This design comes from an exercise in tuning for small area, a short achievable clock period and few clock cycles on the open sky130 flow, not from production work.
RTL that was checked went through simulation tests only; none was proved equivalent to the original.
Power is estimated from default activity; no workload was simulated.

==> try-pepper: inputs <==
==> flow/design.v (excerpt) <==
module tpx3_codec (
    input  wire        clk,
    input  wire        rst,
    input  wire        in_valid,
    output wire        in_ready,
    input  wire [7:0]  in_op,
    input  wire [47:0] in_a,
    input  wire [31:0] in_b,
    input  wire [31:0] in_c,
    input  wire [31:0] in_d,
    output wire        out_valid,
    input  wire        out_ready,
    output wire [47:0] out_res,
    output wire        out_err,
    output wire        out_amb
);
    localparam [7:0] OP_ADDR_ENC  = 8'h01;
    localparam [7:0] OP_ADDR_DEC  = 8'h02;
    localparam [7:0] OP_LFSR_STEP = 8'h08;
    localparam [7:0] OP_ENC_TOA   = 8'h10;
    localparam [7:0] OP_DEC_TOA   = 8'h11;
    localparam [7:0] OP_ENC_FTOA  = 8'h12;
    localparam [7:0] OP_DEC_FTOA  = 8'h13;
    localparam [7:0] OP_ENC_TOT   = 8'h14;
    localparam [7:0] OP_DEC_TOT   = 8'h15;
    localparam [7:0] OP_ENC_PC10  = 8'h18;
    localparam [7:0] OP_DEC_PC10  = 8'h19;
    localparam [7:0] OP_PKT_ASM   = 8'h40;
    localparam [7:0] OP_PKT_DIS   = 8'h41;
    localparam [7:0] OP_HIT_DEC   = 8'h43;
    localparam [9:0] TOT_OVV  = 10'h1FF;
    reg        s1_vld, s2_vld, s3_vld;
    reg [47:0] s1_res, s2_res, s3_res;            
    reg        s1_err, s2_err, s3_err;
    reg        s1_amb, s2_amb, s3_amb;
    reg [47:0] q0_res, q1_res;
    reg        q0_err, q1_err, q0_amb, q1_amb;
    reg        q0_vld, q1_vld;
    reg        s1_enc, s2_enc, s3_enc;            
    reg        s1_dlo, s2_dlo, s3_dlo;            
    reg        s1_dhi, s2_dhi, s3_dhi;            
    reg        s1_glo, s1_ghi;                    
    reg        s1_erb;                            
    wire       s1_ref = s1_err | s1_erb;          
    wire       s1_cod = s1_enc | s1_dlo | s1_dhi;
    reg        s2_cod;       
    reg [9:0]  s2_y;         
    reg [4:0]  s2_r, s3_r;   
    wire en   = !q1_vld;                  
    wire take = q0_vld && out_ready;
    wire put  = en && s3_vld;             
    wire ld0  = take || !q0_vld;          
    assign in_ready  = en;
    assign out_valid = q0_vld;
    assign out_res   = q0_res;
    assign out_err   = q0_err;
    assign out_amb   = q0_amb;
    function [13:0] gray2bin(input [13:0] g);
        integer i;
        for (i = 0; i < 14; i = i + 1)
            gray2bin[i] = ^(g >> i);
    endfunction
    wire [7:0]  op = in_op;
  ...
clock: 8.0 ns
lec_check: 0
cap_margin: 20
core_margin: 2
core_utilization: 40
place_density: 0.6
setup_slack_margin: 4
slew_margin: 20
standard.sh (not shown) runs the stock make flow with config.mk's settings and CLKGATE_MAP_FILE= SYNTH_SCRIPT=/design/flow/synth_recipe.tcl, a recipe that flattens the netlist after the stock synthesis.
==> flow/flow/run.sh <==
#!/bin/bash
# The standard layout (standard.sh), except that the port buffers are
# buf_2 cells and timing repair may resize any cell to any size, not only to
# cells of the same footprint.  make's full output goes to make.log.
set -euo pipefail
bash standard.sh MATCH_CELL_FOOTPRINT=0 \
    "BUFFER_PORTS_ARGS=-buffer_cell sky130_fd_sc_hd__buf_2" finish > make.log 2>&1
==> inputs of try-raven, as changes to try-pepper <==
--- a/flow/design.v
+++ b/flow/design.v
@@ -29,40 +29,40 @@
     localparam [7:0] OP_PKT_DIS   = 8'h41;
     localparam [7:0] OP_HIT_DEC   = 8'h43;
     localparam [9:0] TOT_OVV  = 10'h1FF;
     reg        s1_vld, s2_vld, s3_vld;
     reg [47:0] s1_res, s2_res, s3_res;            
     reg        s1_err, s2_err, s3_err;
     reg        s1_amb, s2_amb, s3_amb;
-    reg [47:0] q0_res, q1_res;
-    reg        q0_err, q1_err, q0_amb, q1_amb;
-    reg        q0_vld, q1_vld;
+    reg        s4_vld;
+    reg [47:0] s4_res;
+    reg        s4_err, s4_amb;
     reg        s1_enc, s2_enc, s3_enc;            
     reg        s1_dlo, s2_dlo, s3_dlo;            
     reg        s1_dhi, s2_dhi, s3_dhi;            
     reg        s1_glo, s1_ghi;                    
     reg        s1_erb;                            
     wire       s1_ref = s1_err | s1_erb;          
     wire       s1_cod = s1_enc | s1_dlo | s1_dhi;
     reg        s2_cod;       
     reg [9:0]  s2_y;         
     reg [4:0]  s2_r, s3_r;   
-    wire en   = !q1_vld;                  
-    wire take = q0_vld && out_ready;
-    wire put  = en && s3_vld;             
-    wire ld0  = take || !q0_vld;          
+    wire en = !s4_vld || out_ready;       
     assign in_ready  = en;
-    assign out_valid = q0_vld;
-    assign out_res   = q0_res;
-    assign out_err   = q0_err;
-    assign out_amb   = q0_amb;
+    assign out_valid = s4_vld;
+    assign out_res   = s4_res;
+    assign out_err   = s4_err;
+    assign out_amb   = s4_amb;
     function [13:0] gray2bin(input [13:0] g);
         integer i;
-        for (i = 0; i < 14; i = i + 1)
-            gray2bin[i] = ^(g >> i);
+        begin
+            gray2bin[13] = g[13];
+            for (i = 12; i >= 0; i = i - 1)
+                gray2bin[i] = gray2bin[i + 1] ^ g[i];
+        end
     endfunction
     wire [7:0]  op = in_op;
     wire [47:0] a  = in_a;
     wire [31:0] b  = in_b;
     wire [31:0] c  = in_c;
     wire [31:0] d  = in_d;
     wire a_hi4  = |a[47:4];
@@ -169,49 +169,37 @@
         endcase
     end
     always @(posedge clk) begin
         if (rst) begin
             s1_vld <= 1'b0;
             s2_vld <= 1'b0;
             s3_vld <= 1'b0;
-            q0_vld <= 1'b0;
-            q1_vld <= 1'b0;
+            s4_vld <= 1'b0;
         end else begin
             if (en) begin
                 s1_vld <= in_valid;
                 s2_vld <= s1_vld;
                 s3_vld <= s2_vld;
+                s4_vld <= s3_vld;
             end
-            if (ld0) q0_vld <= q1_vld || put;
-            if (ld0) q1_vld <= 1'b0;
-            else if (put) q1_vld <= 1'b1;
-        end
-    end
-    always @(posedge clk) begin
-        if (ld0) begin
-            q0_res <= q1_vld ? q1_res : d_res;
-            q0_err <= q1_vld ? q1_err : s3_err;
-            q0_amb <= q1_vld ? q1_amb : s3_amb;
-        end
-        if (put && !ld0) begin
-            q1_res <= d_res;  q1_err <= s3_err; q1_amb <= s3_amb;
         end
     end
     always @(posedge clk) begin
         if (en) begin
             s1_res <= c_res;  s1_err <= c_err;  s1_erb <= c_erb;  s1_amb <= c_amb;
             s1_enc <= c_enc;  s1_dlo <= c_dlo;  s1_dhi <= c_dhi;
             s1_glo <= c_glo;  s1_ghi <= c_ghi;
             s2_res <= b_res;  s2_err <= s1_ref; s2_amb <= s1_amb & ~s1_ref;
             s2_enc <= s1_enc; s2_dlo <= s1_dlo & ~s1_ref; s2_dhi <= s1_dhi & ~s1_ref;
             s2_cod <= (s1_enc | s1_dlo | s1_dhi) & ~s1_ref;
             s2_y   <= b_y;    s2_r   <= b_r;
             s3_res <= c_res3; s3_err <= s2_err; s3_amb <= s2_amb;
             s3_enc <= s2_enc; s3_dlo <= s2_dlo; s3_dhi <= s2_dhi;
             s3_r   <= s2_r;
+            s4_res <= d_res;  s4_err <= s3_err; s4_amb <= s3_amb;
         end
     end
     wire [13:0] gsrc = s1_ghi ? s1_res[27:14] : s1_res[13:0];
     wire [13:0] gbin = gray2bin(gsrc);
     wire [47:0] b_res = s1_ref ? 48'd0 :
                         {s1_res[47:28],
                          s1_ghi ? gbin : s1_res[27:14],
SETUP_SLACK_MARGIN = 4.5   (was 4)
==> impl_metrics.prom <==
# TYPE chip_impl_metric gauge
chip_impl_metric{name="start_util",unit="%"} 40.7
chip_impl_metric{name="die_x",unit="µm"} 205
chip_impl_info{name="run_status",value="no timing/DRC/antenna violations"} 1
chip_impl_metric{name="holdWs",unit="ps"} 408
chip_impl_metric{name="n_clock_buffer",unit=""} 29
chip_impl_metric{name="dp_hpwl",unit="µm"} 32500
chip_impl_metric{name="multiInputGateArea",unit="µm²"} 9300
chip_impl_metric{name="fin_util",unit="%"} 50.0
chip_impl_metric{name="gr-usage-met1",unit="%"} 32.3
chip_impl_metric{name="cellLeakagePower",unit="nW"} 7.97
chip_impl_info{name="crit_path_top_delay_cell",value="sky130_fd_sc_hd__nand2b_4"} 1
[end of results for try-raven]
==> impl_metrics.prom <==
# TYPE chip_impl_metric gauge
chip_impl_info{name="crit_path_top_delay_cell",value="sky130_fd_sc_hd__or3_1"} 1
chip_impl_metric{name="cellLeakagePower",unit="nW"} 8.10
chip_impl_metric{name="start_util",unit="%"} 40.6
chip_impl_metric{name="multiInputGateArea",unit="µm²"} 9620
chip_impl_info{name="run_status",value="no timing/DRC/antenna violations"} 1
chip_impl_metric{name="gr-usage-met1",unit="%"} 30.3
chip_impl_metric{name="die_x",unit="µm"} 219
chip_impl_metric{name="fin_util",unit="%"} 46.5
[end of results for try-pepper]
Testbench counts of try-raven, summed over its fixed seeds: cycles 1,632.
The RTL of try-pepper was laid out without a check of its function.

==> run C <==
Another version of the RTL of tpx3_codec (not shown whole).
Settings: LEC_CHECK=0, CAP_MARGIN=20, CORE_MARGIN=2, CORE_UTILIZATION=40, PLACE_DENSITY=0.6, SETUP_SLACK_MARGIN=4.5, SLEW_MARGIN=20; clock period 8.0 ns.
Scripts as last shown in full above: flow/flow/run.sh
==> run K: changes against run C <==
- CORE_UTILIZATION: 40 -> 50
- CTS_BUF_LIST: unset -> sky130_fd_sc_hd__clkbuf_4 sky130_fd_sc_hd__clkbuf_8
- PLACE_DENSITY: 0.6 -> 0.7
==> run P: changes against run C <==
- CTS_BUF_LIST: unset -> sky130_fd_sc_hd__clkbuf_4 sky130_fd_sc_hd__clkbuf_8
==> qor summary <==
quantity                                                               run P                         run K                       run C
Status                                      no timing/DRC/antenna violations  no timing/DRC/antenna violations  no timing/DRC/antenna violations
Die Footprint                                                      41900 µm²                     33700 µm²                   41900 µm²
First-pass GRT wire length                                          76400 µm                      71300 µm                    75100 µm
Critical Path Stages                                                      13                             4                          12
Tap cell count                                                           525                           402                         525
Vias                                                                   14100                         14200                       14000
Depth of the CTS H-tree                                                    2                             2                           1
Post-layout instance count excluding filler cells                       2407                          2277                        2361
Final Hold Slack                                                    0.416 ns                      0.412 ns                    0.418 ns
Wire length after detailed routing                                  49100 µm                      47200 µm                    48400 µm
Data arrival time of the critical path                               3.93 ns                       2.08 ns                     3.95 ns
Metal1 wirelength                                                   21100 µm                      19700 µm                    20900 µm
Via count of the first global-routing pass                             13500                         13000                       13200
Worst setup path category                               register to register  input port to primary output        register to register
Die height                                                            205 µm                        184 µm                      205 µm
Post-route minimum period                                            3.61 ns                       3.68 ns                     3.66 ns
Number of placed instances with taps included                           2262                          2138                        2262
Transition time of the tightest slew-check pin                       1.07 ns                       1.04 ns                    0.970 ns
Met3 Routed Length                                                   4260 µm                       4820 µm                     3910 µm
Total combinational power                                          0.00123 W                     0.00117 W                   0.00114 W
Highest attainable clock frequency                                   277 MHz                       272 MHz                     273 MHz
Root Buffer Master                                 sky130_fd_sc_hd__clkbuf_8     sky130_fd_sc_hd__clkbuf_8  sky130_fd_sc_hd__clkbuf_16
Final WS setup                                                       4.39 ns                       4.32 ns                     4.34 ns
Maximum cell stage delay along the critical path                     0.43 ns                       0.15 ns                     0.42 ns
Reported clock group power                                        0.000925 W                     0.00105 W                   0.00107 W
Max VDD drop                                                        0.110 mV                      0.105 mV                    0.137 mV
No run of this note included a check of the RTL's function; only the layout flow was run.

==> job 2105 <==
Another version of the RTL of tpx3_codec (not shown whole).
## tpx3_codec
module tpx3_codec (
    input  wire        clk,
    input  wire        rst,
    input  wire        in_valid,
    output wire        in_ready,
    input  wire [7:0]  in_op,
    input  wire [47:0] in_a,
    input  wire [31:0] in_b,
    input  wire [31:0] in_c,
    input  wire [31:0] in_d,
    output wire        out_valid,
    input  wire        out_ready,
    output wire [47:0] out_res,
    output wire        out_err,
    output wire        out_amb
);
Settings: LEC_CHECK=0, CAP_MARGIN=20, CORE_MARGIN=2, CORE_UTILIZATION=40, PLACE_DENSITY=0.6, SETUP_SLACK_MARGIN=4, SLEW_MARGIN=20; clock period 8.0 ns.
run.sh (not shown) runs the stock make flow with config.mk's settings and CLKGATE_MAP_FILE= SYNTH_SCRIPT=/design/flow/synth_recipe.tcl, a recipe that flattens the netlist after the stock synthesis.
Stock flow here: none of the scripts above is used.
==> inputs of job 7517, as changes to job 2105 <==
--- a/flow/design.v
+++ b/flow/design.v
@@ -157,12 +157,15 @@
             default: enc_rom = 20'b00000000000000000000;
         endcase
     endfunction
     function [13:0] gray2bin(input [13:0] g);
         integer i;
-        for (i = 0; i < 14; i = i + 1)
-            gray2bin[i] = ^(g >> i);
+        begin
+            gray2bin[13] = g[13];
+            for (i = 12; i >= 0; i = i - 1)
+                gray2bin[i] = gray2bin[i + 1] ^ g[i];
+        end
     endfunction
     wire [7:0]  op = in_op;
     wire [47:0] a  = in_a;
     wire [31:0] b  = in_b;
     wire [31:0] c  = in_c;
@@ -175,28 +178,21 @@
     wire hdr_ok = (a[47:44] == 4'b1010);
     wire [7:0]  t1 = c[7:0];
     wire [7:0]  t2 = c[15:8];
     wire [7:0]  t3 = c[23:16];
     wire [7:0]  t4 = c[31:24];
-    wire        four = (|t3) && (|t4);
-    wire        step_width_bad = (|b[31:5]) || (b[4:0] == 5'd0) || (b[4] && (|b[3:0]));
-    wire        tb1 = (|t1[7:4]) || (!b[4] && (t1[3:0] >= b[3:0]));
-    wire        tb2 = (|t2[7:4]) || (!b[4] && (t2[3:0] >= b[3:0]));
-    wire        tb3 = (|t3[7:4]) || (!b[4] && (t3[3:0] >= b[3:0]));
-    wire        tb4 = (|t4[7:4]) || (!b[4] && (t4[3:0] >= b[3:0]));
-    wire        step_taps_bad = tb1 || tb2 || (four && (tb3 || tb4));
-    reg  [15:0] step_mask;       
-    integer     mi;
-    always @* begin
-        for (mi = 0; mi < 16; mi = mi + 1)
-            step_mask[mi] = b[4] || (mi < b[3:0]);
-    end
-    wire        step_reg_bad = a_hi16 || (|(a[15:0] & ~step_mask));
+    wire        four = (t3 != 8'd0) && (t4 != 8'd0);
+    wire        step_width_bad = (b < 32'd1) || (b > 32'd16);
+    wire [4:0]  w5 = b[4:0];
+    wire        step_taps_bad = ({24'd0, t1} >= b) || ({24'd0, t2} >= b) ||
+                                (four && (({24'd0, t3} >= b) || ({24'd0, t4} >= b)));
+    wire [16:0] step_mask = (17'd1 << w5) - 17'd1;
+    wire        step_reg_bad = ({31'd0, a[16:0]} > {15'd0, step_mask}) || (a[47:17] != 31'd0);
     wire [15:0] sreg = a[15:0];
     wire        step_fb = sreg[t1[3:0]] ^ sreg[t2[3:0]] ^
                           (four ? (sreg[t3[3:0]] ^ sreg[t4[3:0]]) : 1'b0);
-    wire [15:0] step_out = ({sreg[14:0], 1'b0} & step_mask) | {15'd0, step_fb};
+    wire [16:0] step_out = ({sreg, 1'b0} & step_mask) | {16'd0, step_fb};
     wire        is_hit  = (op == OP_HIT_DEC);
     wire [13:0] g2b_out = gray2bin(is_hit ? a[27:14] : a[13:0]);
     reg [47:0] c_res;
     reg        c_err, c_amb;
     reg [9:0]  c_v;
@@ -218,11 +214,11 @@
                 if (a_hi16) c_err = 1'b1;
                 else c_res[15:0] = {a[15:9], a[2], a[8:3], a[1:0]};
             end
             OP_LFSR_STEP: begin
                 if (step_width_bad || step_taps_bad || step_reg_bad) c_err = 1'b1;
-                else c_res[15:0] = step_out;
+                else c_res[15:0] = step_out[15:0];
             end
             OP_ENC_TOA: begin
                 if (a_hi14) c_err = 1'b1;
                 else c_res[13:0] = a[13:0] ^ {1'b0, a[13:1]};
             end
SETUP_SLACK_MARGIN = unset   (was 4)
==> inputs of job 6699, as changes to job 2105 <==
SETUP_SLACK_MARGIN = 5   (was 4)
==> notes <==
Between job 7517 and job 6699, the lower synthesized area is in job 6699 (gap 4.9%, measured against job 6699).
Non-clock buffer count: job 7517 < job 2105 < job 6699.
Job 2105 ran to the end with no violations. Job 6699 ran to the end with no violations. Job 7517 finished clean.
In count of clock-buffer cells in the layout, job 2105 and job 6699 do not differ.
Via count, highest first: job 6699, job 7517, job 2105.
No functional check of the RTL was part of any run of this note.

re-timing with driven ports:
How much do the figures lean on ideal ports? The routed layouts below were timed once more, with nothing changed but the port constraints.
Step 1: set_driving_cell puts a clkbuf_16 on clk and a buf_2 on each other input, an assumption about the parent block.
Step 2 times the ports against the registers' clock, not the clock port: input delays grow and output delays shrink by t, the midpoint of the rising clock arrivals with the driver on.
Slacks: ideal / step 1 / step 2; pairs: ideal / step 1.
| run | t, ns | setup slack, ns | hold WS [ns] | cell pins on the clock port's net |
|---|---|---|---|---|
| try-pepper | 0.607 | 4.110 / 4.110 / 3.692 | 0.417 / 0.417 / 0.417 | 1 |
| try-raven | 0.589 | 4.417 / 4.378 / 3.959 | 0.408 / 0.408 / 0.408 | 1 |
| run C | 0.579 | 4.341 / 4.341 / 3.954 | 0.418 / 0.418 / 0.418 | 1 |
| run K | 0.569 | 4.317 / 4.286 / 4.050 | 0.412 / 0.412 / 0.412 | 1 |
| run P | 0.602 | 4.387 / 4.368 / 3.976 | 0.416 / 0.416 / 0.416 | 1 |
| job 2105 | 0.628 | 4.001 / 4.021 / 3.393 | 0.417 / 0.417 / 0.417 | 1 |
| job 7517 | 0.635 | 1.804 / 1.833 / 1.199 | 0.409 / 0.409 / 0.409 | 1 |
| job 6699 | 0.621 | 4.202 / 4.200 / 3.588 | 0.413 / 0.413 / 0.413 | 1 |
After both steps every run listed still meets setup and hold. For job 6699, which loses most, drivers alone change the setup slack by -0.002 ns; drivers and shift together by -0.614 ns.
